What follows belongs to an exercise in optimizing a design on an open flow for small area, a short achievable clock period and few clock cycles per item; a production flow would make more cautious choices. Function was checked by simulation only, so behaviour that the tests miss may differ from the original. Power figures rest on the tool's default switching activity, not on a simulated workload.

## lamp_display_mux
module lamp_display_mux (
    input  wire        clk,
    input  wire        rst,
    input  wire        cmd_valid,
    output wire        cmd_ready,
    input  wire [63:0] cmd,
    output reg         rsp_valid,
    output wire [31:0] rsp,
    input  wire        step_valid,
    output wire        step_ready,
    output reg         step_done,
    output wire [7:0]  lamp_strobe,
    output wire [7:0]  lamp_data,
    output wire [7:0]  disp_strobe,
    output wire [7:0]  disp_data_a,
    output wire [7:0]  disp_data_b
);
Size in the first run: about 8500 cells after synthesis, roughly 1200 flip-flops, about 140 I/O pins, about 0.069 mm² of cells after synthesis.
Settings: LEC_CHECK=0, ABC_AREA=1, CAP_MARGIN=20, CORE_MARGIN=2, CORE_UTILIZATION=40, PLACE_DENSITY=0.6, SLEW_MARGIN=20; clock period 8.0 ns.
run.sh (not shown) runs the stock make flow with config.mk's settings and CLKGATE_MAP_FILE= SYNTH_SCRIPT=/design/flow/synth_recipe.tcl, a recipe that flattens the netlist after the stock synthesis.
The first run completed with no timing, DRC or antenna violations.
Testbench counts at the start, summed over its fixed seeds: cycles 6,254, items 3,200.
Edit:
--- a/flow/config.mk
+++ b/flow/config.mk
@@ -12,2 +12,3 @@
 export PLACE_DENSITY = 0.6
+export SETUP_SLACK_MARGIN = 2.5
 export SLEW_MARGIN = 20
Effect: The changed run finished with timing, DRC and antenna clean. Routed wire length climbs by about 15%. Sequential power grows by about 0.9%. Setup slack gets better by 1.4 ns. Die area is unchanged.

---

lamp_display_mux, a different RTL version from the one above (not shown whole).
For scale: about 8900 cells after synthesis, about 140 I/O pins.
export LEC_CHECK = 0
export ABC_AREA = 1
export CAP_MARGIN = 20
export CORE_MARGIN = 2
export CORE_UTILIZATION = 40
export PLACE_DENSITY = 0.6
export SETUP_SLACK_MARGIN = 2.3
export SLEW_MARGIN = 20
create_clock -name core_clock -period 8.0 [get_ports {clk}]
The starting point went through all stages and came out clean.
Testbench counts at the start, summed over its fixed seeds: cycles 5,950, items 3,200.
Rerun with:
--- a/flow/config.mk
+++ b/flow/config.mk
@@ -12,3 +12,3 @@
 export PLACE_DENSITY = 0.6
-export SETUP_SLACK_MARGIN = 2.3
+export SETUP_SLACK_MARGIN = 2.7
 export SLEW_MARGIN = 20
The new run finished with timing, DRC and antenna clean. Core utilization rises by 0.93 points. Die area does not change. Synthesized cell count is unchanged. Critical path depth rises by 20. Flip-flop and latch count stays the same. Wire length hardly moves. Worst setup slack gets better by 0.43 ns. Count of clock-buffer cells in the layout rises by 9. Maximum frequency rises by 8.2%.

---

## ember
lamp_display_mux, a different RTL version from the one above (not shown whole).
Size: about 8700 cells after synthesis, ~140 I/O pins, roughly 73000 µm² of cells after synthesis.
Settings: LEC_CHECK=0, ABC_AREA=1, CAP_MARGIN=20, CORE_MARGIN=2, CORE_UTILIZATION=40, PLACE_DENSITY=0.6, SETUP_SLACK_MARGIN=3.6, SLEW_MARGIN=20; clock period 8.0 ns.
In summary, ember completed successfully, with a layout that passed the timing, design-rule and antenna checks.
Testbench counts of ember, summed over its fixed seeds: cycles 6,035, items 3,200.
Modified inputs, xenon compared to ember
- a change of SETUP_SLACK_MARGIN from 3.6 to 3.2
- a change of CORE_UTILIZATION from 40 to 48
- a change of PLACE_DENSITY from 0.6 to 0.65
--- outcome ---
Diff ember -> xenon | die footprint | decrease of 17%. ember → xenon: count of cells along the worst register-to-register path saw an increase, number of logic stages on the critical path including buffering down 5, CTS sink count was more or less identical.

---

lamp_display_mux, a different RTL version from the one above (not shown whole).
For scale: roughly 8,600 cells after synthesis, ~1,200 flip-flops.
make LEC_CHECK=0 ABC_AREA=1 CAP_MARGIN=20 CORE_MARGIN=2 CORE_UTILIZATION=40 PLACE_DENSITY=0.6 SETUP_SLACK_MARGIN=3.0 SLEW_MARGIN=20 finish   # period 8.0 ns
The first run went through all stages and came out clean.
Testbench counts at the start, summed over its fixed seeds: cycles 6,035, items 3,200.
Next try:
- SETUP_SLACK_MARGIN: 3.0 -> 3.4
What happened: Final area climbs by 6.0%. Sequential power stays flat. Register-to-register slack gains 0.27 ns. Via count went up by 3.2%. Power increases by 6.5%. Wire length is higher by 6.5%. Worst setup slack is better by 0.27 ns. Sequential share of layout area drops by 2.1 points. Critical path depth is higher by 10.

---

RTL: one of the versions met above, not the one the previous note started from.
Size in the first run: about 8700 cells after synthesis.
## lamp_display_mux
module lamp_display_mux (
    input  wire        clk,
    input  wire        rst,
    input  wire        cmd_valid,
    output wire        cmd_ready,
    input  wire [63:0] cmd,
    output reg         rsp_valid,
    output wire [31:0] rsp,
    input  wire        step_valid,
    output wire        step_ready,
    output reg         step_done,
    output wire [7:0]  lamp_strobe,
    output reg  [7:0]  lamp_data,
    output wire [7:0]  disp_strobe,
    output reg  [7:0]  disp_data_a,
    output reg  [7:0]  disp_data_b
);
==> flow/config.mk <==
export PLATFORM = sky130hd
export DESIGN_NAME = lamp_display_mux
export DESIGN_NICKNAME = lamp_display_mux
export VERILOG_FILES = /design/flow/design.v
export SDC_FILE = /design/flow/constraint.sdc
export NUM_CORES = 4
export LEC_CHECK = 0
export ABC_AREA = 1
export ABC_CLOCK_PERIOD_IN_PS = 5000
export CAP_MARGIN = 20
export CORE_MARGIN = 2
export CORE_UTILIZATION = 40
export PLACE_DENSITY = 0.6
export SETUP_SLACK_MARGIN = 3.2
export SLEW_MARGIN = 20
==> flow/constraint.sdc <==
create_clock -name core_clock -period 8.0 [get_ports {clk}]
set_input_delay 1.6000 -clock core_clock [delete_from_list [all_inputs] [get_ports {clk}]]
set_output_delay 1.6000 -clock core_clock [all_outputs]
set_load 0.01 [all_outputs]
The first run went through all stages and came out clean.
Testbench counts at the start, summed over its fixed seeds: cycles 6,035, items 3,200.
Then changed:
- ABC_CLOCK_PERIOD_IN_PS: 5000 -> default
The new run passed the timing, design-rule and antenna checks; clock skew does not change; clock-buffer cell count does not change; global-route usage is unchanged; sequential power is about the same.

==> static timing again, ports no longer ideal <==
How much do the figures lean on ideal ports? The routed layouts below were timed once more, with nothing changed but the port constraints.
Step 1 sets driving cells, clkbuf_16 on the clock port and buf_2 on the other inputs (assumed; they add their load-dependent delay and slew).
Step 2 times the ports against the registers' clock, not the clock port: input delays grow and output delays shrink by t, the midpoint of the rising clock arrivals with the driver on.
a / b / c = no drivers / after step 1 / after step 2; a / b = the first two.
run | t, ns | setup slack, ns | clock arrival spread, ns | worst data-port slew with drivers (ns)
the first run of note 1 | 0.879 | 0.282 / 0.202 / 0.379 | 0.039 / 0.038 | 0.10
the second run of note 1 | 0.875 | 1.696 / 1.542 / 1.345 | 0.069 / 0.069 | 0.15
the first run of note 2 | 0.866 | 2.338 / 2.246 / 1.799 | 0.045 / 0.046 | 0.19
the second run of note 2 | 0.878 | 2.769 / 2.697 / 2.009 | 0.046 / 0.046 | 0.26
ember | 0.875 | 3.190 / 3.190 / 2.466 | 0.048 / 0.048 | 0.23
xenon | 0.855 | 3.072 / 3.074 / 2.268 | 0.067 / 0.067 | 0.19
the first run of note 4 | 0.874 | 2.950 / 2.950 / 2.161 | 0.034 / 0.034 | 0.23
the second run of note 4 | 0.875 | 3.217 / 3.217 / 2.359 | 0.037 / 0.037 | 0.19
the first run of note 5 | 0.873 | 3.106 / 3.106 / 2.467 | 0.049 / 0.049 | 0.24
the second run of note 5 | 0.873 | 3.106 / 3.106 / 2.467 | 0.049 / 0.049 | 0.24
After both steps every run listed still meets setup and hold. The setup slack of the second run of note 4, which loses most, moves by 0.000 ns with the drivers and by -0.858 ns with both steps.
